Context: an optimization exercise on an open-source flow, tuned for a short achievable clock period and few clock cycles. The choices shown serve that exercise and are no tape-out recipe. In this exercise RTL edits were held to simulation tests only and were not proved equivalent to the original. Power is estimated from default activity; no workload was simulated.

## design/flow/flow/run.sh

```bash
#!/bin/bash
# Standard synthesis and layout (the standard.sh), with the timing
# repair steps aiming at a shorter period than the clock's (setup margin).
set -euo pipefail
export SETUP_SLACK_MARGIN=9.4
bash standard.sh synth > synth.log 2>&1
bash standard.sh > layout.log 2>&1
```

## design/flow/standard.sh

```bash
#!/bin/bash
# synth_recipe.tcl (not shown) runs the flow's synth.tcl, then flattens the netlist and writes it again
# the make line also repeats each setting of config.mk as NAME=value (left out here)
make -C /OpenROAD-flow-scripts/flow DESIGN_CONFIG=/design/flow/config.mk WORK_HOME=/design/flow/orfs CLKGATE_MAP_FILE= SYNTH_SCRIPT=/design/flow/synth_recipe.tcl "${@:-finish}"
```

## design/flow/config.mk

```make
export PLATFORM = sky130hd
export DESIGN_NAME = raster2d
export DESIGN_NICKNAME = raster2d
export VERILOG_FILES = /design/flow/design.v
export SDC_FILE = /design/flow/constraint.sdc
export NUM_CORES = 4
export LEC_CHECK = 0
export ABC_CLOCK_PERIOD_IN_PS = 3500
export CAP_MARGIN = 30
export CORE_MARGIN = 2
export CORE_UTILIZATION = 55
export CTS_CLUSTER_DIAMETER = 90
export CTS_CLUSTER_SIZE = 25
export SLEW_MARGIN = 20
```

## design/flow/constraint.sdc

```tcl
create_clock -name core_clock -period 13.0 [get_ports {clk}]
set_input_delay 2.6000 -clock core_clock [delete_from_list [all_inputs] [get_ports {clk}]]
set_output_delay 2.6000 -clock core_clock [all_outputs]
set_load 0.01 [all_outputs]
```

## design/flow/design.v

```verilog
module raster2d (
    input  wire        clk,
    input  wire        rst,
    input  wire        host_valid,
    output wire        host_ready,
    input  wire [4:0]  host_slot,
    input  wire [3:0]  host_be,
    input  wire [31:0] host_data,
    input  wire [15:0] cfg_base,
    input  wire [15:0] cfg_pitch,
    output wire        mem_req,
    output wire        mem_we,
    output wire [15:0] mem_addr,
    output wire [7:0]  mem_wdata,
    input  wire        mem_ready,
    input  wire [7:0]  mem_rdata,
    output wire        idle
);
    reg [15:0] base_q, pitch_q;
    reg [15:0] pitch_n, pitch7_p, pitch7_n, pitch_pp, pitch_pm, pitch_np, pitch_nm;
    reg [18:0] tile_span;    
    always @(posedge clk) begin
        base_q    <= cfg_base;
        pitch_q   <= cfg_pitch;
        pitch_n   <= 16'd0 - pitch_q;
        pitch7_p  <= {pitch_q[12:0], 3'd0} - pitch_q;
        pitch7_n  <= pitch_q - {pitch_q[12:0], 3'd0};
        pitch_pp  <= pitch_q + 16'd1;
        pitch_pm  <= pitch_q - 16'd1;
        pitch_np  <= 16'd1 - pitch_q;
        pitch_nm  <= ~pitch_q;
        tile_span <= {pitch_q, 3'd0} - {3'd0, pitch_q} + 19'd7;
    end
    reg [40:0] q_mem [0:3];
    reg [1:0]  q_rd, q_wr;
    reg [2:0]  q_cnt;
    reg        hr_q;           
    reg        hrn_q;          
    assign host_ready = hr_q;
    reg        fh_v;           
    reg [15:0] fh_oh;          
    reg [3:0]  fh_be;
    reg [31:0] fh_data;
    reg        fh_trig;        
    wire       fe_pop;         
    wire       fh_load = !fh_v || fe_pop;
    wire       q_ne    = (q_cnt != 3'd0);
    wire       q_deq   = fh_load && q_ne;
    wire       h_bypass = fh_load && !q_ne;                  
    wire       q_push  = host_valid && !hrn_q && !h_bypass;
    wire [2:0] q_cnt_nx = q_cnt + (q_push ? 3'd1 : 3'd0) - (q_deq ? 3'd1 : 3'd0);
    wire [40:0] q_out  = q_mem[q_rd];
    wire [40:0] f_src  = q_ne ? q_out : {host_slot, host_be, host_data};
    wire [4:0]  f_slot = f_src[40:36];
    always @(posedge clk) begin
        if (q_push)
            q_mem[q_wr] <= {host_slot, host_be, host_data};
        if (fh_load) begin
            fh_oh   <= f_slot[4] ? 16'd0 : (16'd1 << f_slot[3:0]);
            fh_be   <= f_src[35:32];
            fh_data <= f_src[31:0];
            fh_trig <= (f_slot == 5'd6) && f_src[33];
        end
    end
    always @(posedge clk) begin
        if (rst) begin
            q_rd  <= 2'd0;
            q_wr  <= 2'd0;
            q_cnt <= 3'd0;
            hr_q  <= 1'b1;
            hrn_q <= 1'b0;
            fh_v  <= 1'b0;
        end else begin
            if (q_push) q_wr <= q_wr + 2'd1;
            if (q_deq)  q_rd <= q_rd + 2'd1;
            q_cnt <= q_cnt_nx;
            hr_q  <= !q_cnt_nx[2];
            hrn_q <= q_cnt_nx[2];
            if (fh_load) fh_v <= q_ne || host_valid;
        end
    end
    reg [15:0] cur_x, cur_y, dest_x, dest_y, err_term, maj_cnt, cmd;
    reg [7:0]  bkgd_color, frgd_color, wrt_mask, rd_mask, color_cmp;
    reg [7:0]  bkgd_mix, frgd_mix;
    reg [11:0] mf_height;
    reg [11:0] clip_t, clip_l, clip_b, clip_r;
    reg [1:0]  mixsel;
    reg        cmp_en, cmp_ne;
    reg [7:0]  mf_latch_lo;
    function [31:0] csa;     
        input [15:0] a, b, c;
        reg   [15:0] s, k;
        begin
            s = a ^ b ^ c;
            k = (a & b) | (a & c) | (b & c);
            csa = {s, k[14:0], 1'b0};
        end
    endfunction
    function [63:0] red18;   
        input [15:0] y;
        input [15:0] p;
        input [15:0] b;
        input [15:0] x;
        reg [287:0] t;
        reg [191:0] l1;
        reg [127:0] l2;
        reg [95:0]  l3;
        reg [63:0]  l4;
        reg [31:0]  r;
        integer n;
        begin
            for (n = 0; n < 16; n = n + 1)
                t[16*n +: 16] = y[n] ? (p << n) : 16'd0;
            t[16*16 +: 16] = b;
            t[16*17 +: 16] = x;
            for (n = 0; n < 6; n = n + 1) begin
                r = csa(t[16*(3*n) +: 16], t[16*(3*n+1) +: 16], t[16*(3*n+2) +: 16]);
                l1[32*n +: 32] = r;
            end
            for (n = 0; n < 4; n = n + 1) begin
                r = csa(l1[16*(3*n) +: 16], l1[16*(3*n+1) +: 16], l1[16*(3*n+2) +: 16]);
                l2[32*n +: 32] = r;
            end
            for (n = 0; n < 2; n = n + 1) begin
                r = csa(l2[16*(3*n) +: 16], l2[16*(3*n+1) +: 16], l2[16*(3*n+2) +: 16]);
                l3[32*n +: 32] = r;
            end
            l3[64 +: 32] = l2[96 +: 32];
            for (n = 0; n < 2; n = n + 1) begin
                r = csa(l3[16*(3*n) +: 16], l3[16*(3*n+1) +: 16], l3[16*(3*n+2) +: 16]);
                l4[32*n +: 32] = r;
            end
            red18 = l4;
        end
    endfunction
    reg [63:0] pc_s1, pd_s1;
    reg [15:0] a_cur, a_dst;
    wire [31:0] pc_r  = csa(pc_s1[63:48], pc_s1[47:32], pc_s1[31:16]);
    wire [31:0] pc_r2 = csa(pc_r[31:16], pc_r[15:0], pc_s1[15:0]);
    wire [31:0] pd_r  = csa(pd_s1[63:48], pd_s1[47:32], pd_s1[31:16]);
    wire [31:0] pd_r2 = csa(pd_r[31:16], pd_r[15:0], pd_s1[15:0]);
    always @(posedge clk) begin
        pc_s1 <= red18(cur_y, pitch_q, base_q, cur_x);
        pd_s1 <= red18(dest_y, pitch_q, base_q, dest_x);
        a_cur <= pc_r2[31:16] + pc_r2[15:0];
        a_dst <= pd_r2[31:16] + pd_r2[15:0];
    end
    reg [33:0] pre_am, pre_g;
    reg  [16:0] pg_ae;     
    reg  [15:0] pg_m;      
    always @(posedge clk) begin
        pre_am <= {{18{dest_y[15]}}, dest_y} - {18'd0, maj_cnt};
        pg_ae  <= {dest_y[15], dest_y} + {err_term[15], err_term};
        pg_m   <= maj_cnt;
        pre_g  <= {{17{pg_ae[16]}}, pg_ae} - {18'd0, pg_m};
    end
    reg  [1:0] stale;      
    reg  [1:0] stale_l;    
    wire       coord_chg, line_chg;
    reg        e_run;        
    reg        kb;           
    reg [3:0]  w_bk;         
    reg [3:0]  w_v;          
    wire       w_empty = (w_v == 4'd0);
    wire       w_full  = (w_v == 4'hF);
    wire       bank_busy = |(w_v & (kb ? ~w_bk : w_bk));
    reg        k_line, k_rect, k_pat, k_radial;
    reg        k_xpos, k_ypos;
    reg [11:0] k_clt, k_cll, k_clb, k_clr;
    reg        k_needS, k_needD;    
    reg        k_same;              
    reg [86:0] kp0, kp1;
    reg [15:0] gx, gy, gd, gs, gd_row, gs_row, x0;
    reg [15:0] colm1, col_left;
    reg [11:0] row_left;
    reg [2:0]  ii, jj;
    reg [15:0] k_dp, k_dwrap;
    reg [33:0] lg, k_a, k_am;
    reg [15:0] le, lcnt;
    reg [15:0] ln_dm, ln_db;
    reg [15:0] k_lsx, k_lsy;
    reg        k_xall, k_xge, k_yall, k_yge;
    reg [15:0] gdn;
    reg [33:0] lgn;
    wire [15:0] ncmd   = {fh_data[15:8], fh_be[0] ? fh_data[7:0] : cmd[7:0]};
    wire [2:0]  ntype  = fh_data[15:13];
    wire        n_line = (ntype == 3'd1);
    wire        n_rfam = (ntype == 3'd2) || (ntype == 3'd6) || (ntype == 3'd7);
    wire        fe_ok  = !fh_trig ||
                         (!e_run && !e_pre && stale == 2'd0 && (ntype != 3'd1 || stale_l == 2'd0) &&
                          !bank_busy && (ntype != 3'd7 || w_empty));
    wire        apply  = fh_v && fe_ok;
    assign      fe_pop = apply;
    wire        maj_nz = (maj_cnt != 16'd0);
    wire        cmd_go = apply && fh_trig && !fh_data[8] &&
                         ((n_line && maj_nz) ||
                          (n_rfam && maj_nz && mf_height != 12'd0));
    function rop_d;    
        input [3:0] m;
        begin
            rop_d = !(m == 4'd1 || m == 4'd2 || m == 4'd4 || m == 4'd7);
        end
    endfunction
    wire n_msel3 = (mixsel == 2'd3);
    wire [86:0] n_kp = {mixtab(frgd_mix[6:0], bkgd_color, frgd_color, wrt_mask),
                        mixtab(bkgd_mix[6:0], bkgd_color, frgd_color, wrt_mask),
                        color_cmp, rd_mask, n_msel3,
                        frgd_mix[6:5] == 2'd3, bkgd_mix[6:5] == 2'd3,
                        cskip(frgd_mix[6:5], bkgd_color, frgd_color, color_cmp, rd_mask, cmp_en, cmp_ne),
                        cskip(bkgd_mix[6:5], bkgd_color, frgd_color, color_cmp, rd_mask, cmp_en, cmp_ne),
                        cmp_en, cmp_ne};
    wire n_needS = n_msel3 || (frgd_mix[6:5] == 2'd3);
    wire n_needD = (wrt_mask != 8'hFF) || rop_d(frgd_mix[3:0]) ||
                   (n_msel3 && rop_d(bkgd_mix[3:0]));
    wire [15:0] n_hs = ncmd[7] ? {4'd0, mf_height} : (16'd0 - {4'd0, mf_height});
    reg        line_act;
    reg [5:0]  dirty;    
    wire        ge      = !k_radial && !lg[33];
    wire [15:0] sx16    = k_xpos ? 16'd1 : 16'hFFFF;
    wire [15:0] sy16    = k_ypos ? 16'd1 : 16'hFFFF;
    wire        cx_in   = !gx[15] && ({4'd0, k_cll} <= gx) && (gx <= {4'd0, k_clr});
    wire        cy_in   = !gy[15] && ({4'd0, k_clt} <= gy) && (gy <= {4'd0, k_clb});
    wire        in_clip = cx_in && cy_in;
    wire        x_away  = k_xpos ? (!gx[15] && gx > {4'd0, k_clr})
                                 : (gx[15] || gx < {4'd0, k_cll});
    wire        y_away  = k_ypos ? (!gy[15] && gy > {4'd0, k_clb})
                                 : (gy[15] || gy < {4'd0, k_clt});
    wire        row_skip = !k_line && x_away && (col_left[15:14] == 2'b00);
    wire        rect_out = !k_line && y_away;
    wire        gen_adv = e_run && !w_full && !rect_out;
    wire        alloc   = gen_adv && in_clip;
    wire        l_last  = (lcnt == 16'd0);
    wire        c_last  = (col_left == 16'd0);
    wire        r_last  = (row_left == 12'd0);
    wire        iwrap   = k_xpos ? (ii == 3'd7) : (ii == 3'd0);
    wire        jwrap   = k_ypos ? (jj == 3'd7) : (jj == 3'd0);
    wire [15:0] l_xs = gx + k_lsx;
    wire [15:0] l_ys = gy + k_lsy;
    wire [15:0] l_db = gd + ln_db;
    wire [15:0] l_dm = ~gdn + ln_dm;
    wire [33:0] l_gm = lg + k_am;
    wire [33:0] l_ga = ~lgn + k_a;
    wire [15:0] l_d_nx = ge ? l_db : l_dm;
    wire [33:0] l_g_nx = ge ? l_gm : l_ga;
    wire [15:0] gs_rp = gs_row + k_dp;       
    wire [15:0] gs_rw = gs_row + k_dwrap;    
    wire [15:0] l_x_nx  = (k_xall || (k_xge && ge)) ? l_xs : gx;
    wire [15:0] l_y_nx  = (k_yall || (k_yge && ge)) ? l_ys : gy;
    wire [15:0] l_e_nx  = ge ? lg[15:0] : (le + k_a[15:0]);
    wire        wb_line = gen_adv && k_line && l_last;
    wire [15:0] p_dst = gd;
    wire [15:0] p_src = (k_line || k_rect) ? gd : gs;
    reg [3:0]  w_is, w_id;  
    reg [3:0]  w_ws, w_wd;  
    reg [3:0]  w_hz;        
    reg [3:0]  w_fb;        
    reg [15:0] w_dst [0:3];
    reg [15:0] w_src [0:3];
    reg [7:0]  w_sv  [0:3];
    reg [3:0]  ap, hp, rp;  
    function [15:0] sel16;
        input [3:0]  oh;
        input [15:0] a0, a1, a2, a3;
        begin
            sel16 = ({16{oh[0]}} & a0) | ({16{oh[1]}} & a1) |
                    ({16{oh[2]}} & a2) | ({16{oh[3]}} & a3);
        end
    endfunction
    function [7:0] sel8;
        input [3:0] oh;
        input [7:0] a0, a1, a2, a3;
        begin
            sel8 = ({8{oh[0]}} & a0) | ({8{oh[1]}} & a1) |
                   ({8{oh[2]}} & a2) | ({8{oh[3]}} & a3);
        end
    endfunction
    function [3:0] rot;
        input [3:0] oh;
        begin
            rot = {oh[2:0], oh[3]};
        end
    endfunction
    reg        rt1_v, rt1_fs, rt1_fd, rt1_pl;
    reg  [5:0] rt1_tix;
    reg  [3:0] rt1_oh;
    reg        rt_v, rt_fs, rt_fd, rt_pl;
    reg  [5:0] rt_tix;
    reg  [7:0] rd_q;
    wire       rt_e = rt_v && !rt_pl;      
    reg [3:0]  rt_oh;
    wire n_rs = k_needS && !k_same;
    wire n_rd = k_needD || (k_same && k_needS);
    reg  n_hzs, n_hzd;
    integer hk;
    always @(*) begin
        n_hzs = 1'b0;
        n_hzd = 1'b0;
        for (hk = 0; hk < 4; hk = hk + 1) begin
            if (w_v[hk] && w_dst[hk] == p_src) n_hzs = 1'b1;
            if (w_v[hk] && w_dst[hk] == p_dst) n_hzd = 1'b1;
        end
    end
    reg  [7:0]  pc_data [0:63];
    reg  [63:0] pc_val;
    reg  [15:0] k_tb;                  
    reg  [5:0]  w_tix [0:3];           
    reg  [3:0]  w_inr;                 
    reg         f_v, f_pl;             
    reg  [5:0]  f_tix;
    reg  [7:0]  f_d;
    reg         e_pre;
    reg  [2:0]  pl_cl, pl_rl, pl_cm1;
    reg  [3:0]  pl_out;                
    reg         pl_zero;
    wire [5:0]  p_tix  = {jj, ii};
    wire        n_hit  = k_pat && pc_val[p_tix] && !n_hzs;
    reg         pa_v;                  
    reg  [3:0]  pa_oh;
    reg  [15:0] g_rel, g_rel_row;
    wire        p_inr  = ({3'd0, g_rel} <= tile_span);
    wire        n_rs2  = n_rs && !n_hit;
    wire        n_hz   = (n_rs2 && n_hzs) || (n_rd && n_hzd);
    wire [5:0]  rt_wtix = w_tix[0] & {6{rt_oh[0]}} | w_tix[1] & {6{rt_oh[1]}} |
                          w_tix[2] & {6{rt_oh[2]}} | w_tix[3] & {6{rt_oh[3]}};
    function [7:0] rop;
        input [3:0] mode;
        input [7:0] d;
        input [7:0] s;
        begin
            case (mode)
                4'd0:  rop = ~d;
                4'd1:  rop = 8'h00;
                4'd2:  rop = 8'hFF;
                4'd3:  rop = d;
                4'd4:  rop = ~s;
                4'd5:  rop = s ^ d;
                4'd6:  rop = ~(s ^ d);
                4'd7:  rop = s;
                4'd8:  rop = ~s | ~d;
                4'd9:  rop = d | ~s;
                4'd10: rop = ~d | s;
                4'd11: rop = s | d;
                4'd12: rop = s & d;
                4'd13: rop = s & ~d;
                4'd14: rop = ~s & d;
                default: rop = ~s & ~d;
            endcase
        end
    endfunction
    function rop1;
        input [3:0] mode;
        input       s, d;
        reg   [7:0] r;
        begin
            r = rop(mode, {8{d}}, {8{s}});
            rop1 = r[0];
        end
    endfunction
    function [31:0] mixtab;
        input [6:0] mix;
        input [7:0] bcol, fcol, wmask;
        integer b, i;
        reg sb;
        begin
            for (b = 0; b < 8; b = b + 1)
                for (i = 0; i < 4; i = i + 1) begin
                    case (mix[6:5])
                        2'd0:    sb = bcol[b];
                        2'd1:    sb = fcol[b];
                        2'd2:    sb = 1'b0;
                        default: sb = (i >= 2);
                    endcase
                    mixtab[4*b+i] = wmask[b] ? rop1(mix[3:0], sb, i[0]) : i[0];
                end
        end
    endfunction
    function cskip;
        input [1:0] sel;
        input [7:0] bcol, fcol, ccmp, rmask;
        input       cen, cne;
        reg   [7:0] sv;
        reg         eq;
        begin
            sv = (sel == 2'd0) ? bcol : (sel == 2'd1) ? fcol : 8'h00;
            eq = ((sv ^ ccmp) & rmask) == 8'd0;
            cskip = cen && (cne ^ eq);
        end
    endfunction
    function [8:0] pixval;
        input [86:0] k;
        input [7:0]  sv;
        input [7:0]  d;
        reg   [7:0]  vf, vb;
        reg   [3:0]  t;
        reg          fg, eq, sk;
        integer b;
        begin
            for (b = 0; b < 8; b = b + 1) begin
                t = k[55+4*b +: 4];
                vf[b] = t[{sv[b], d[b]}];
                t = k[23+4*b +: 4];
                vb[b] = t[{sv[b], d[b]}];
            end
            fg = k[6] ? ((sv & k[14:7]) != 8'd0) : 1'b1;
            eq = ((sv ^ k[22:15]) & k[14:7]) == 8'd0;
            sk = k[1] && (k[0] ^ eq);
            pixval = fg ? {k[5] ? sk : k[3], vf} : {k[4] ? sk : k[2], vb};
        end
    endfunction
    reg  [3:0]  w_pend;
    wire        pa_bk = |(pa_oh & w_bk);
    wire [86:0] a_par = pa_bk ? kp1 : kp0;
    wire [8:0]  pv_a  = pixval(a_par, sel8(pa_oh, w_sv[0], w_sv[1], w_sv[2], w_sv[3]), 8'h00);
    wire        r_bk  = |(rt_oh & w_bk);
    wire [86:0] r_par = r_bk ? kp1 : kp0;
    wire [7:0]  r_sv  = rt_fs ? rd_q : sel8(rt_oh, w_sv[0], w_sv[1], w_sv[2], w_sv[3]);
    wire [8:0]  pv_r  = pixval(r_par, r_sv, rd_q);
    reg  [7:0]  w_val [0:3];
    reg  [3:0]  w_skp;
    wire        h_rdy = |(hp & w_v & ~w_ws & ~w_wd & ~w_pend);
    wire        h_skp = |(hp & w_skp);
    wire [7:0]  h_val = sel8(hp, w_val[0], w_val[1], w_val[2], w_val[3]);
    reg        o_v, o_we, o_fs, o_fd, o_pl;
    reg        on_v;       
    reg        on_we;
    reg [15:0] on_addr;
    reg [7:0]  on_wd;
    reg [5:0]  o_tix;
    reg [15:0] o_addr;
    reg [7:0]  o_wd;
    reg [3:0]  o_oh;
    reg        s_v, s_we, s_fs, s_fd, s_pl;
    reg [5:0]  s_tix;
    reg [15:0] s_addr;
    reg [7:0]  s_wd;
    reg [3:0]  s_oh;
    wire push_ok = !s_v;
    wire h_inr   = |(hp & w_inr);
    wire wr_ok   = pl_zero || !h_inr;
    wire do_wr   = h_rdy && push_ok && !h_skp && wr_ok;
    wire retire  = h_rdy && (h_skp || (push_ok && wr_ok));
    wire r_v     = |(rp & w_v);
    wire r_is    = |(rp & w_is);
    wire r_id    = |(rp & w_id);
    wire r_hz    = |(rp & w_hz);
    wire r_fb    = |(rp & w_fb);
    wire r_pend  = r_is || r_id;
    wire rd_av   = r_v && r_pend && (!r_hz || (rp == hp));
    wire do_rd   = rd_av && push_ok && !do_wr;
    wire rp_adv  = r_v && (!r_pend || (do_rd && !(r_is && r_id)));
    wire        do_pl  = e_pre && push_ok;
    wire        n_v    = do_wr || do_rd || do_pl;
    wire [15:0] h_dst  = sel16(hp, w_dst[0], w_dst[1], w_dst[2], w_dst[3]);
    wire [15:0] r_dst  = sel16(rp, w_dst[0], w_dst[1], w_dst[2], w_dst[3]);
    wire [15:0] r_src  = sel16(rp, w_src[0], w_src[1], w_src[2], w_src[3]);
    wire [15:0] n_addr = do_wr ? h_dst : do_pl ? gs : (r_is ? r_src : r_dst);
    wire [7:0]  n_wd   = h_val;
    wire        n_fs   = r_is || r_fb;
    wire        n_fd   = !r_is;
    wire pop    = !on_v && mem_ready;
    wire o_load = on_v || pop;
    assign mem_req   = o_v;
    assign mem_we    = o_we;
    assign mem_addr  = o_addr;
    assign mem_wdata = o_wd;
    always @(posedge clk) begin
        if (rst) begin
            o_v <= 1'b0;
            on_v <= 1'b1;
            s_v <= 1'b0;
            rt1_v <= 1'b0;
            rt_v <= 1'b0;
        end else begin
            rt1_v <= pop && on_we;
            rt_v  <= rt1_v;
            if (o_load) begin
                if (s_v) begin
                    o_v <= 1'b1;
                    on_v <= 1'b0;
                    s_v <= 1'b0;
                end else begin
                    o_v <= n_v;
                    on_v <= !n_v;
                end
            end else if (n_v) begin
                s_v <= 1'b1;
            end
        end
        rt1_oh  <= o_oh;
        rt1_fs  <= o_fs;
        rt1_fd  <= o_fd;
        rt1_pl  <= o_pl;
        rt1_tix <= o_tix;
        rt_oh   <= rt1_oh;
        rt_fs   <= rt1_fs;
        rt_fd   <= rt1_fd;
        rt_pl   <= rt1_pl;
        rt_tix  <= rt1_tix;
        rd_q    <= mem_rdata;
        if (o_load) begin
            if (s_v) begin
                o_we <= s_we; o_addr <= s_addr; o_wd <= s_wd;
                on_we <= !s_we; on_addr <= ~s_addr; on_wd <= ~s_wd;
                o_oh <= s_oh; o_fs <= s_fs; o_fd <= s_fd;
                o_pl <= s_pl; o_tix <= s_tix;
            end else begin
                o_we <= do_wr; o_addr <= n_addr; o_wd <= n_wd;
                on_we <= !do_wr; on_addr <= ~n_addr; on_wd <= ~n_wd;
                o_oh <= rp; o_fs <= n_fs; o_fd <= n_fd;
                o_pl <= do_pl; o_tix <= p_tix;
            end
        end else begin
            o_we <= !on_we; o_addr <= ~on_addr; o_wd <= ~on_wd;
        end
        if (!s_v) begin
            s_we <= do_wr; s_addr <= n_addr; s_wd <= n_wd;
            s_oh <= rp; s_fs <= n_fs; s_fd <= n_fd;
            s_pl <= do_pl; s_tix <= p_tix;
        end
    end
    integer wi;
    always @(posedge clk) begin
        for (wi = 0; wi < 4; wi = wi + 1) begin
            if (alloc && ap[wi]) begin
                w_dst[wi] <= p_dst;
                w_src[wi] <= p_src;
                w_tix[wi] <= p_tix;
                if (n_hit) w_sv[wi] <= pc_data[p_tix];
            end
            if (pa_v && pa_oh[wi]) begin
                w_val[wi] <= pv_a[7:0];
                w_skp[wi] <= pv_a[8];
            end
            if (rt_e && rt_oh[wi]) begin
                if (rt_fs) w_sv[wi] <= rd_q;
                w_val[wi] <= pv_r[7:0];
                w_skp[wi] <= pv_r[8];
            end
        end
        f_d   <= rd_q;
        f_tix <= rt_pl ? rt_tix : rt_wtix;
        f_pl  <= rt_pl;
        pa_oh <= ap;
        if (f_v) pc_data[f_tix] <= f_d;
    end
    always @(posedge clk) begin
        if (rst) begin
            f_v    <= 1'b0;
            pl_out <= 4'd0;
            pl_zero <= 1'b1;
            pa_v   <= 1'b0;
            pc_val <= 64'd0;
        end else begin
            f_v <= rt_v && (rt_pl || (rt_fs && k_pat));
            pl_out  <= pl_out + (do_pl ? 4'd1 : 4'd0) - ((f_v && f_pl) ? 4'd1 : 4'd0);
            pl_zero <= (pl_out + (do_pl ? 4'd1 : 4'd0) - ((f_v && f_pl) ? 4'd1 : 4'd0)) == 4'd0;
            pa_v <= alloc;
            if (f_v) pc_val[f_tix] <= 1'b1;
            if ((cmd_go && ntype == 3'd7) || (do_wr && h_inr))
                pc_val <= 64'd0;
        end
    end
    always @(posedge clk) begin
        if (rst) begin
            w_v <= 4'd0; w_is <= 4'd0; w_id <= 4'd0; w_ws <= 4'd0; w_wd <= 4'd0;
            w_pend <= 4'd0;
            ap <= 4'd1; hp <= 4'd1; rp <= 4'd1;
        end else begin
            if (retire) begin
                w_v <= w_v & ~hp;
                hp <= rot(hp);
            end
            if (do_rd) begin
                if (r_is) w_is <= w_is & ~rp;
                else      w_id <= w_id & ~rp;
            end
            if (rp_adv) rp <= rot(rp);
            if (pa_v) w_pend <= w_pend & ~pa_oh;
            if (rt_e) begin
                if (rt_fs) w_ws <= w_ws & ~rt_oh;
                if (rt_fd) w_wd <= w_wd & ~rt_oh;
            end
            if (alloc) begin
                for (wi = 0; wi < 4; wi = wi + 1) begin
                    if (ap[wi]) begin
                        w_v[wi]   <= 1'b1;
                        w_is[wi]  <= n_rs2;
                        w_id[wi]  <= n_rd;
                        w_ws[wi]  <= k_needS && !n_hit;
                        w_wd[wi]  <= k_needD || (k_same && k_needS);
                        w_pend[wi] <= 1'b1;
                        w_inr[wi]  <= p_inr;
                        w_hz[wi]  <= n_hz;
                        w_fb[wi]  <= k_same;
                        w_bk[wi]  <= kb;
                    end
                end
                ap <= rot(ap);
            end
        end
    end
    assign line_chg  = wb_line || (apply && (|fh_oh[5:3]));
    assign coord_chg = wb_line || (cmd_go && n_rfam) ||
                       (apply && (|fh_oh[3:0]));
    wire [15:0] n_sx = ncmd[5] ? 16'd1 : 16'hFFFF;
    wire [15:0] n_sy = ncmd[7] ? 16'd1 : 16'hFFFF;
    wire [15:0] n_dp = ncmd[7] ? pitch_q : pitch_n;
    reg  [15:0] n_ux, n_uy, n_ud;    
    always @(*) begin
        case (ncmd[7:5])
            3'd0: begin n_ux = 16'd1;    n_uy = 16'd0;    n_ud = 16'd1;    end
            3'd1: begin n_ux = 16'd1;    n_uy = 16'hFFFF; n_ud = pitch_np; end
            3'd2: begin n_ux = 16'd0;    n_uy = 16'hFFFF; n_ud = pitch_n;  end
            3'd3: begin n_ux = 16'hFFFF; n_uy = 16'hFFFF; n_ud = pitch_nm; end
            3'd4: begin n_ux = 16'hFFFF; n_uy = 16'd0;    n_ud = 16'hFFFF; end
            3'd5: begin n_ux = 16'hFFFF; n_uy = 16'd1;    n_ud = pitch_pm; end
            3'd6: begin n_ux = 16'd0;    n_uy = 16'd1;    n_ud = pitch_q;  end
            default: begin n_ux = 16'd1; n_uy = 16'd1;    n_ud = pitch_pp; end
        endcase
    end
    always @(posedge clk) begin
            if (e_pre) begin
                if (do_pl) begin
                    if (pl_cl == 3'd0) begin
                        pl_cl <= pl_cm1;
                        ii    <= 3'd0;
                        jj    <= jj + sy16[2:0];
                        gs     <= jwrap ? gs_rw : gs_rp;
                        gs_row <= jwrap ? gs_rw : gs_rp;
                        pl_rl <= pl_rl - 3'd1;
                        if (pl_rl == 3'd0) begin
                            jj     <= 3'd0;
                            gs     <= k_tb;
                            gs_row <= k_tb;
                        end
                    end else begin
                        pl_cl <= pl_cl - 3'd1;
                        ii    <= ii + sx16[2:0];
                        gs    <= iwrap ? gs + (k_xpos ? 16'hFFF9 : 16'd7) : gs + sx16;
                    end
                end
            end else if (gen_adv) begin
                if (k_line) begin
                    gx   <= l_x_nx;
                    gy   <= l_y_nx;
                    gd   <= l_d_nx;
                    gdn  <= ~l_d_nx;
                    lg   <= l_g_nx;
                    lgn  <= ~l_g_nx;
                    le   <= l_e_nx;
                    lcnt <= lcnt - 16'd1;
                end else if (c_last || row_skip) begin
                    col_left <= colm1;
                    row_left <= row_left - 12'd1;
                    gx     <= x0;
                    gy     <= gy + sy16;
                    gd     <= gd_row + k_dp;
                    gd_row <= gd_row + k_dp;
                    g_rel     <= g_rel_row + k_dp;
                    g_rel_row <= g_rel_row + k_dp;
                    ii     <= 3'd0;
                    jj     <= jj + sy16[2:0];
                    if (k_pat && jwrap) begin
                        gs     <= gs_rw;
                        gs_row <= gs_rw;
                    end else begin
                        gs     <= gs_rp;
                        gs_row <= gs_rp;
                    end
                end else begin
                    col_left <= col_left - 16'd1;
                    gx <= gx + sx16;
                    gd <= gd + sx16;
                    g_rel <= g_rel + sx16;
                    ii <= ii + sx16[2:0];
                    if (k_pat && iwrap)
                        gs <= gs + (k_xpos ? 16'hFFF9 : 16'd7);
                    else
                        gs <= gs + sx16;
                end
            end
            if (cmd_go) begin
                k_line   <= n_line;
                k_rect   <= (ntype == 3'd2);
                k_pat    <= (ntype == 3'd7);
                k_radial <= ncmd[3];
                k_xpos   <= ncmd[5];
                k_ypos   <= ncmd[7];
                if (kb) kp0 <= n_kp;
                else    kp1 <= n_kp;
                k_clt    <= clip_t;
                k_cll    <= clip_l;
                k_clb    <= clip_b;
                k_clr    <= clip_r;
                k_needS  <= n_needS;
                k_needD  <= n_needD;
                k_same   <= n_line || (ntype == 3'd2);
                k_dp     <= n_dp;
                k_a      <= {{18{dest_y[15]}}, dest_y};
                k_am     <= pre_am;
                lg       <= pre_g;
                lgn      <= ~pre_g;
                gdn      <= ~a_cur;
                le       <= err_term;
                k_dwrap  <= ncmd[7] ? pitch7_n : pitch7_p;
                if (ncmd[3]) begin
                    k_lsx <= n_ux; k_xall <= (n_ux != 16'd0); k_xge <= 1'b0;
                    k_lsy <= n_uy; k_yall <= (n_uy != 16'd0); k_yge <= 1'b0;
                    ln_dm <= n_ud; ln_db <= n_ud;
                end else begin
                    k_lsx <= n_sx; k_xall <= !ncmd[6]; k_xge <= ncmd[6];
                    k_lsy <= n_sy; k_yall <= ncmd[6];  k_yge <= !ncmd[6];
                    ln_dm <= ncmd[6] ? n_dp : n_sx;
                    ln_db <= ncmd[7] ? (ncmd[5] ? pitch_pp : pitch_pm)
                                     : (ncmd[5] ? pitch_np : pitch_nm);
                end
                lcnt     <= maj_cnt;
                colm1    <= maj_cnt - 16'd1;
                col_left <= maj_cnt - 16'd1;
                row_left <= mf_height - 12'd1;
                ii       <= 3'd0;
                jj       <= 3'd0;
                if (n_line || ntype == 3'd2) begin
                    gx <= cur_x; gy <= cur_y; x0 <= cur_x;
                    gd <= a_cur; gd_row <= a_cur;
                end else begin
                    gx <= dest_x; gy <= dest_y; x0 <= dest_x;
                    gd <= a_dst; gd_row <= a_dst;
                    g_rel <= a_dst - a_cur; g_rel_row <= a_dst - a_cur;
                end
                gs <= a_cur; gs_row <= a_cur; k_tb <= a_cur;
                begin
                    pl_cm1 <= (maj_cnt[15:3] != 13'd0) ? 3'd7 : (maj_cnt[2:0] - 3'd1);
                    pl_cl  <= (maj_cnt[15:3] != 13'd0) ? 3'd7 : (maj_cnt[2:0] - 3'd1);
                    pl_rl  <= (mf_height[11:3] != 9'd0) ? 3'd7 : (mf_height[2:0] - 3'd1);
                end
            end
    end
    always @(posedge clk) begin
        if (rst) begin
            cur_x <= 16'd0; cur_y <= 16'd0; dest_x <= 16'd0; dest_y <= 16'd0;
            err_term <= 16'd0; maj_cnt <= 16'd0; cmd <= 16'd0;
            bkgd_color <= 8'd0; frgd_color <= 8'd0; wrt_mask <= 8'd0;
            rd_mask <= 8'd0; color_cmp <= 8'd0; bkgd_mix <= 8'd0; frgd_mix <= 8'd0;
            mf_height <= 12'd0; clip_t <= 12'd0; clip_l <= 12'd0;
            clip_b <= 12'd0; clip_r <= 12'd0; mixsel <= 2'd0;
            cmp_en <= 1'b0; cmp_ne <= 1'b0; mf_latch_lo <= 8'd0;
            e_run <= 1'b0;
            e_pre <= 1'b0;
            kb <= 1'b0;
            line_act <= 1'b0;
            dirty <= 6'd0;
            stale <= 2'b11;
            stale_l <= 2'b11;
        end else begin
            stale <= {stale[0], coord_chg};
            stale_l <= {stale_l[0], line_chg};
            if (e_pre) begin
                if (do_pl && pl_cl == 3'd0 && pl_rl == 3'd0) begin
                    e_pre <= 1'b0;
                    e_run <= 1'b1;
                end
            end else if (rect_out && e_run) begin
                e_run <= 1'b0;
            end else if (gen_adv) begin
                if (k_line ? l_last : ((c_last || row_skip) && r_last))
                    e_run <= 1'b0;
            end
            if (cmd_go) begin
                kb <= !kb;
                if (ntype == 3'd7 && n_needS) e_pre <= 1'b1;
                else                          e_run <= 1'b1;
                line_act <= n_line;
                dirty <= 6'd0;
            end
            if (wb_line) begin
                line_act <= 1'b0;
                if (!dirty[0]) cur_x[7:0]  <= l_x_nx[7:0];
                if (!dirty[1]) cur_x[15:8] <= l_x_nx[15:8];
                if (!dirty[2]) cur_y[7:0]  <= l_y_nx[7:0];
                if (!dirty[3]) cur_y[15:8] <= l_y_nx[15:8];
                if (!k_radial) begin
                    if (!dirty[4]) err_term[7:0]  <= l_e_nx[7:0];
                    if (!dirty[5]) err_term[15:8] <= l_e_nx[15:8];
                end
            end
            if (cmd_go && n_rfam) begin
                cur_y <= cur_y + n_hs;
                if (ntype != 3'd2) dest_y <= dest_y + n_hs;
            end
            if (apply) begin
                if (line_act && !wb_line) begin
                    if (fh_oh[0]) dirty[1:0] <= dirty[1:0] | fh_be[1:0];
                    if (fh_oh[1]) dirty[3:2] <= dirty[3:2] | fh_be[1:0];
                    if (fh_oh[4]) dirty[5:4] <= dirty[5:4] | fh_be[1:0];
                end
                if (fh_oh[0]) begin
                    if (fh_be[0]) cur_x[7:0]  <= fh_data[7:0];
                    if (fh_be[1]) cur_x[15:8] <= fh_data[15:8];
                end
                if (fh_oh[1]) begin
                    if (fh_be[0]) cur_y[7:0]  <= fh_data[7:0];
                    if (fh_be[1]) cur_y[15:8] <= fh_data[15:8];
                end
                if (fh_oh[2]) begin
                    if (fh_be[0]) dest_x[7:0]  <= fh_data[7:0];
                    if (fh_be[1]) dest_x[15:8] <= fh_data[15:8];
                end
                if (fh_oh[3]) begin
                    if (fh_be[0]) dest_y[7:0]  <= fh_data[7:0];
                    if (fh_be[1]) dest_y[15:8] <= fh_data[15:8];
                end
                if (fh_oh[4]) begin
                    if (fh_be[0]) err_term[7:0]  <= fh_data[7:0];
                    if (fh_be[1]) err_term[15:8] <= fh_data[15:8];
                end
                if (fh_oh[5]) begin
                    if (fh_be[0]) maj_cnt[7:0]  <= fh_data[7:0];
                    if (fh_be[1]) maj_cnt[15:8] <= fh_data[15:8];
                end
                if (fh_oh[6]) begin
                    if (fh_be[0]) cmd[7:0]  <= fh_data[7:0];
                    if (fh_be[1]) cmd[15:8] <= fh_data[15:8];
                end
                if (fh_oh[8]  && fh_be[0]) bkgd_color <= fh_data[7:0];
                if (fh_oh[9]  && fh_be[0]) frgd_color <= fh_data[7:0];
                if (fh_oh[10] && fh_be[0]) wrt_mask   <= fh_data[7:0];
                if (fh_oh[11] && fh_be[0]) rd_mask    <= fh_data[7:0];
                if (fh_oh[12] && fh_be[0]) color_cmp  <= fh_data[7:0];
                if (fh_oh[13] && fh_be[0]) bkgd_mix   <= fh_data[7:0];
                if (fh_oh[14] && fh_be[0]) frgd_mix   <= fh_data[7:0];
                if (fh_oh[15]) begin
                    if (fh_be[0]) mf_latch_lo <= fh_data[7:0];
                    if (fh_be[1]) begin
                        case (fh_data[15:12])
                            4'h0: mf_height <= {fh_data[11:8], fh_be[0] ? fh_data[7:0] : mf_latch_lo};
                            4'h1: clip_t    <= {fh_data[11:8], fh_be[0] ? fh_data[7:0] : mf_latch_lo};
                            4'h2: clip_l    <= {fh_data[11:8], fh_be[0] ? fh_data[7:0] : mf_latch_lo};
                            4'h3: clip_b    <= {fh_data[11:8], fh_be[0] ? fh_data[7:0] : mf_latch_lo};
                            4'h4: clip_r    <= {fh_data[11:8], fh_be[0] ? fh_data[7:0] : mf_latch_lo};
                            4'hA: mixsel    <= fh_be[0] ? fh_data[7:6] : mf_latch_lo[7:6];
                            4'hE: begin
                                cmp_en <= fh_data[8];
                                cmp_ne <= fh_be[0] ? fh_data[7] : mf_latch_lo[7];
                            end
                            default: ;
                        endcase
                    end
                end
            end
        end
    end
    reg idle_q;
    always @(posedge clk) begin
        if (rst) idle_q <= 1'b0;
        else     idle_q <= !fh_v && !q_ne && !e_run && !e_pre && w_empty && on_v && !s_v &&
                           !(host_valid && !hrn_q);
    end
    assign idle = idle_q;
endmodule
```

==> results.yml, run 1 <==
status:
  status: "timing/DRC/antenna clean"
clock_network:
  clk_latency_ns: 0.85
  clkSinkCount: 2425
  cts_tree: "built"
  htree_levels: 4
  cts_made_buffers: 139
  path_clk_slew_ns: 0.10
  holdBufCountCts: 0
  cts_max_path_buffers: 3
  cts_root_buffer: "clkbuf_16"
pwr:
  ir_drop_uv: 120
  leakagePower_nw: 55.2
  finalPower_mw: 18.5
  powerDensity_nw_per_um2: 128
drt:
  wire_per_inst_um: 27.1
  finalWirelength_mm: 415
  vias: 96424
  vias_per_cell: 6.31
  first_pass_iters: 9
  remaining_drc_errors: 0
  drtAntennaViolNets: 0
  drt_iter0_drc: 10756
worst_setup_path:
  r2r_start: "fh_be[0]"
  path_max_fanout: 1
  end_kind: "output port"
  critical_path.max_stage_delay_ns: 0.42
  crit_chain: "buf_6"
  cp.arrival_ns: 1.38
  path_buf_inv: 1
  worstSetupStartpointType: "flop"
  critPathKind: "flop to output port"
  r2r_slack_ns: 9.23
  required_ns: 10.40
  cp_top_family: "flip-flops"
  r2r_end: "cur_y[15]"
  r2r_cells: 16
  slowest_stage: "dfxtp_4"
floorplan:
  io_pins: 113
  initial_core_util_pct: 55.3
  fp-row-count: 178
  die_y_um: 490
  coreArea_um2: 235000
  dieArea_um2: 240000
  dieWidth_um: 490
layout:
  mostFrequentLayoutCells: "edfxtp_1 (1,514), nand2_1 (1,114), nor2_1 (919)"
  final_common_cell: "edfxtp_1"
  nets: 12991
  drive_gt1_share_pct: 13.0
  areaGrowthSynthToFinish_pct: 11.4
synthesis:
  synth_flop_cell: "edfxtp_1"
  synth_edf_count: 1514
  syn_area_per_cell_um2: 10.9
  synth_seq_area_share_pct: 49.0
  syn-cell-area_um2: 130000
  synthArstFlopShare_pct: 0
  yosys_warnings: 6
  synth_cell_types: 113
  synth-seq-cells: 2425
  syn_inst: 11902
  synth_fp_nets: 12894
timing:
  hold_violations: 0
  fin_tns_setup_ns: 0
  finClkSkew_ns: 0.0387
  rsz0062_at_grt: "yes"
  finalSetupViolCount: 0
  max_slew_margin_pct: 27.1
  worstMarginPinSlew_ns: 1.08
  drv_slew: 0
  period_needed_ns: 3.98
  fmax_ghz: 0.251
  finalCritPeriodShare_pct: 30.6
grt:
  grt_pass1_vias: 91786
  grtUsageTotal_pct: 33.2
  grt_max_degree: 93
  grt_antenna_before_repair: 18
  grt_overflow: 0
  grt_pass1_wl_mm: 600
placement:
  port-buffer-count: 94
  gp_congestion: 0.934
  place_hpwl_mm: 286
worst_hold_path:
  worstHoldStart: "rt1_oh[2]"
  whs_path_depth: 0
  whs_endpoint: "rt_oh[2]"
  holdCritPathClass: "flop to flop"
job:
  timing.max_cap.violations: 0
## metal layers
metal / vias up / global-route usage, % / wire, um
li1: 43368 / - / -
met1: 48273 / 47.2 / 176000
met4: 4 / 11.0 / 15200
met5: - / 0 / 32
met3: 680 / 4.71 / 33800
met2: 4099 / 52.5 / 190000
## synth_stat cells, types with 26 or more instances
master	instances	area, um2
o31ai_1	78	586
buf_2	77	385
a211oi_1	157	1180
xnor2_1	465	4070
fa_1	252	5040
a311oi_1	28	245
mux2i_1	340	3400
o22ai_1	34	213
buf_1	54	203
mux4_2	233	5250
and2_1	183	1140
a221o_1	26	260
or4_1	28	210
nand4_1	52	325
a22oi_1	208	1560
a21boi_0	35	263
nor2b_1	90	563
dfxtp_1	911	18200
nand2b_1	72	450
a31oi_1	87	544
and3_1	73	457
o21a_1	46	345
o31a_1	31	272
mux2_2	105	1180
nor3_1	189	946
xor2_1	258	2260
o21ai_0	524	2620
o21bai_1	40	300
a2111oi_0	31	272
nand2_1	1135	4260
a21o_1	127	953
nand3_1	307	1540
nor2_1	947	3550
a221oi_1	28	245
ha_1	655	8200
o211ai_1	100	751
edfxtp_1	1514	45500
inv_1	618	2320
nor4_1	46	288
a21oi_1	786	3930
clkbuf_1	481	1810
or3_1	75	469
or2_2	32	200
## flip-flops by register name (all words and copies together) (netlist names), 34 cells and up, named ones only
| register | cells |
|---|---|
| lg | 34 |
| lgn | 34 |
| kp1 | 87 |
| pc_s1 | 56 |
| w_dst | 64 |
| kp0 | 87 |
| pc_data | 512 |
| q_mem | 92 |
| w_src | 64 |
| pd_s1 | 56 |
| pc_val | 64 |
## per-stage QoR
stage	instances	area, um2	hold slack [ns]	setup slack (ns)	utilization [%]
after floorplan	11902	131000	0.310	8.53	-
after global placement	14719	134000	0.310	7.65	57.2
after detailed placement	14747	135000	0.312	7.68	57.4
after CTS	15138	143000	0.331	8.98	60.6
after global routing	15266	145000	0.345	8.99	61.6
final	15282	145000	0.330	9.02	61.6
## power by group
group,total (mW),switching (mW),internal [mW]
Sequential,8.99,0.435,8.55
Combinational,4.39,2.80,1.60
Clock,5.09,2.85,2.24
Total,18.5,6.08,12.4
## timing repair
| action | CTS | global route |
|---|---|---|
| gates cloned | 23 | 10 |
| buffers inserted | 111 | 102 |
| resized for setup | 493 | 253 |
| pin swaps | 43 | 94 |
| endpoints found under the setup margin | 1475 | 620 |
| hold endpoints to repair | 0 | 0 |
## cell families (layout without fill, tap and decap cells)
| kind of cell | after synthesis | count (layout) | synth area share (%) |
|---|---|---|---|
| and+or+nand+nor | 3326 | 3329 | 11.7 |
| AOI/OAI and AO/OA | 2582 | 2583 | 12.8 |
| DFF | 2425 | 2425 | 49.0 |
| buffers and inverters | 1256 | 1465 | 3.78 |
| adders and majority gates | 908 | 908 | 10.2 |
| xor gates and xnor gates | 724 | 724 | 4.89 |
| muxes | 681 | 681 | 7.61 |
| other | 0 | 17 | 0 |
## cell type report
type,count,area (um2)
fill,19001,90400
antenna,17,42.5
multi-input combinational,8225,63600
timing repair inverter,5,55.1
sequential,2425,63800
tap,3150,3940
inverter,627,2460
clock inverter,73,943
timing repair buffer,576,6180
clock buffer,184,3760
## worst max path at each step
stage	cells after the start	slack, ns	end	startpoint
6_report	1	9.02	mem_addr[11]	o_addr[11]
5_1_grt	1	8.99	mem_addr[11]	o_addr[11]
4_1_cts	1	8.98	mem_addr[11]	o_addr[11]
3_5_place_dp	12	7.68	gy[11]	gx[9]
3_3_place_gp	10	7.65	gs_row[15]	gx[9]
2_1_floorplan	10	8.53	gdn[0]	fh_data[13]
Testbench counts, summed over its fixed seeds: cycles 125,449.
==> run 2, diff against run 1 <==
--- a/design/flow/config.mk
+++ b/design/flow/config.mk
@@ -8,7 +8,7 @@
 export ABC_CLOCK_PERIOD_IN_PS = 3500
 export CAP_MARGIN = 30
 export CORE_MARGIN = 2
-export CORE_UTILIZATION = 55
-export CTS_CLUSTER_DIAMETER = 90
-export CTS_CLUSTER_SIZE = 25
+export CORE_UTILIZATION = 62
+export CTS_CLUSTER_DIAMETER = 80
+export CTS_CLUSTER_SIZE = 22
 export SLEW_MARGIN = 20
==> results.yml, run 2 <==
status:
  status: "timing/DRC/antenna clean"
layout:
  final_common_cell: "edfxtp_1"
  nets: 13040
  drive_gt1_share_pct: 13.5
  mostFrequentLayoutCells: "edfxtp_1 (1,514), nand2_1 (1,114), nor2_1 (924)"
  areaGrowthSynthToFinish_pct: 11.8
  fill_cells: 15322
  largest_reg_flops: 512
  reg.largest.list: "pc_data: 512 flops, q_mem: 92 flops"
  regMostFlops: "pc_data"
  design_area_um2: 145000
synthesis:
  syn_inst: 11902
  synth_fp_nets: 12894
  synth_flop_cell: "edfxtp_1"
  synth.largest_area_cell: "edfxtp_1"
  synth.area.top_cells: "edfxtp_1 (35%), dfxtp_1 (14%), ha_1 (6.3%), mux4_2 (4.0%), fa_1 (3.9%)"
  synth_cell_types: 113
  syn-cell-area_um2: 130000
  synth-seq-cells: 2425
  synth_most_common_cell: "edfxtp_1"
  synth_edf_count: 1514
  synth_top_cells_by_count: "edfxtp_1 (1,514), nand2_1 (1,135), nor2_1 (947), dfxtp_1 (911), a21oi_1 (786)"
  syn_area_per_cell_um2: 10.9
  synth_seq_area_share_pct: 49.0
  yosys_warnings: 6
  synth_top_area_share_pct: 35.0
  synthArstFlopShare_pct: 0
worst_setup_path:
  r2r_cells: 17
  cp.arrival_ns: 1.41
  r2r_start: "fh_be[0]"
  path_max_fanout: 1
  r2r_end: "dest_y[14]"
  path_buf_inv: 1
  worstSetupStartpointType: "flop"
  critical_path.max_stage_delay_ns: 0.42
  slowest_stage: "dfxtp_4"
  r2r_slack_ns: 9.28
  cp_top_family: "flip-flops"
  end_kind: "output port"
  required_ns: 10.40
  crit_chain: "buf_6"
  critPathKind: "flop to output port"
  cp.depth: 1
timing:
  drv_slew: 0
  finalSetupViolCount: 0
  finalCritPeriodShare_pct: 30.9
  fmax_ghz: 0.249
  hold_violations: 0
  setup_slack_ns: 8.99
  worstMarginPinSlew_ns: 1.09
  max_slew_margin_pct: 27.1
  fin_tns_setup_ns: 0
  period_needed_ns: 4.01
  rsz0062_at_grt: "yes"
  finClkSkew_ns: 0.0410
grt:
  grt_pass1_vias: 93323
  grt_max_degree: 109
  grt_antenna_before_repair: 20
  grt_pass1_wl_mm: 589
  grt_overflow: 0
  grtUsageTotal_pct: 37.0
drt:
  drt_iter0_drc: 11695
  wire_per_inst_um: 27.2
  vias: 97413
  drtAntennaViolNets: 0
  remaining_drc_errors: 0
  finalWirelength_mm: 407
  first_pass_iters: 9
  vias_per_cell: 6.50
clock_network:
  cts_tree: "built"
  path_clk_slew_ns: 0.09
  cts_root_buffer: "clkbuf_16"
  clkSinkCount: 2425
  htree_levels: 4
  cts_made_buffers: 143
  clk_latency_ns: 0.88
  cts_max_path_buffers: 3
worst_hold_path:
  whs_path_depth: 0
  worstHoldStart: "rt1_oh[3]"
  whs_endpoint: "rt_oh[3]"
  holdCritPathClass: "flop to flop"
placement:
  port-buffer-count: 94
  gp_congestion: 0.963
  dp_worst_setup_slack_ns: 7.17
  place_hpwl_mm: 274
  dpl_cell_area_um2: 134000
floorplan:
  coreArea_um2: 209000
  dieArea_um2: 213000
  die_y_um: 462
  fp-row-count: 168
  io_pins: 113
  dieWidth_um: 462
  initial_core_util_pct: 62.2
pwr:
  ir_drop_uv: 163
  finalPower_mw: 18.4
  powerDensity_nw_per_um2: 127
  leakagePower_nw: 55.6
job:
  timing.max_cap.violations: 0
[run 2: cell counts after synthesis]
No cell type changed its count.
[run 2: worst max path at each step]
stage                      startpoint  endpoint
after floorplan           fh_data[13]    gdn[0]
after global placement    fh_data[13]   lgn[23]
after detailed placement  fh_data[13]   lgn[23]
after CTS                      idle_q      idle
after global routing           idle_q      idle
final                          idle_q      idle
[run 2: logic make-up after synthesis]
kind of cell	count (synthesis)	share of synthesized area, %
compound gates	2582	12.8
simple gates	3326	11.7
flops	2425	49.0
buf+inv	1256	3.78
mux	681	7.61
fa+ha+maj	908	10.2
xor+xnor	724	4.89
[run 2: per-stage QoR]
step	util, %	instances	hold slack (ns)
finish	69.5	14977	0.321
global route	69.5	14973	0.321
CTS	68.2	14823	0.315
detailed placement	64.3	14377	0.314
global placement	64.1	14350	0.312
floorplan	-	11902	0.310
[run 2: layout make-up]
class | count | area, um2 | area share, %
Timing Repair inverter | 5 | 81.3 | 0.0560
Timing Repair Buffer | 616 | 6730 | 4.63
Clock buffer | 208 | 3930 | 2.70
Tap cell | 2805 | 3510 | 2.42
Antenna cell | 5 | 12.5 | 0.00861
Inverter | 627 | 2460 | 1.69
Sequential cell | 2425 | 63800 | 43.9
Clock inverter | 56 | 764 | 0.526
Multi-Input combinational cell | 8230 | 64000 | 44.0
[run 2: power breakdown]
group | leakage [nW] | switching (mW) | total (mW) | internal [mW]
logic | 32.0 | 2.72 | 4.36 | 1.64
registers | 21.3 | 0.463 | 9.02 | 8.55
clock network | 2.27 | 2.76 | 5.04 | 2.28
[run 2: repair_timing]
action | 4_1_cts | 5_1_grt
pin swaps | 67 | 145
gates resized for setup | 461 | 318
setup buffers | 147 | 122
cloned | 35 | 15
hold buffers | 0 | 0
endpoints found under the setup margin | 1547 | 673
[run 2: metal layers]
metal  global-route usage, %  vias up  share of wire (%)
met2                    57.5     5086                 45
met5                       0        -                  0
met3                    5.83      963                9.6
li1                        -    43457                  -
met4                    19.1        0                5.8
met1                    50.5    47907                 39

## separate check: timing with driven ports
The flow's constraints put no driver on any port. The routed layouts listed below were extracted and timed again, unchanged, in two steps. Step 1: set_driving_cell puts a clkbuf_16 on clk and a buf_2 on each other input, an assumption about the parent block. Step 2 also shifts input and output timing later by t, the mid clock arrival at the registers, as if the neighbouring blocks saw the same clock. Slacks: no drivers / after step 1 / after step 2; pairs: no drivers / after step 1.
| run | t (ns) | setup slack, ns | worst hold slack (ns) | worst register clock-pin slew, ns | pins driven straight from the clock port |
|---|---|---|---|---|---|
| run 1 | 0.928 | 9.020 / 8.921 / 8.465 | 0.330 / 0.330 / 0.330 | 0.11 / 0.11 | 1 |
| run 2 | 0.957 | 8.989 / 8.890 / 8.369 | 0.321 / 0.321 / 0.321 | 0.10 / 0.10 | 1 |
After both steps setup and hold are still met in every run listed. For run 2, which loses most, drivers alone change the setup slack by -0.099 ns; drivers and shift together by -0.620 ns.
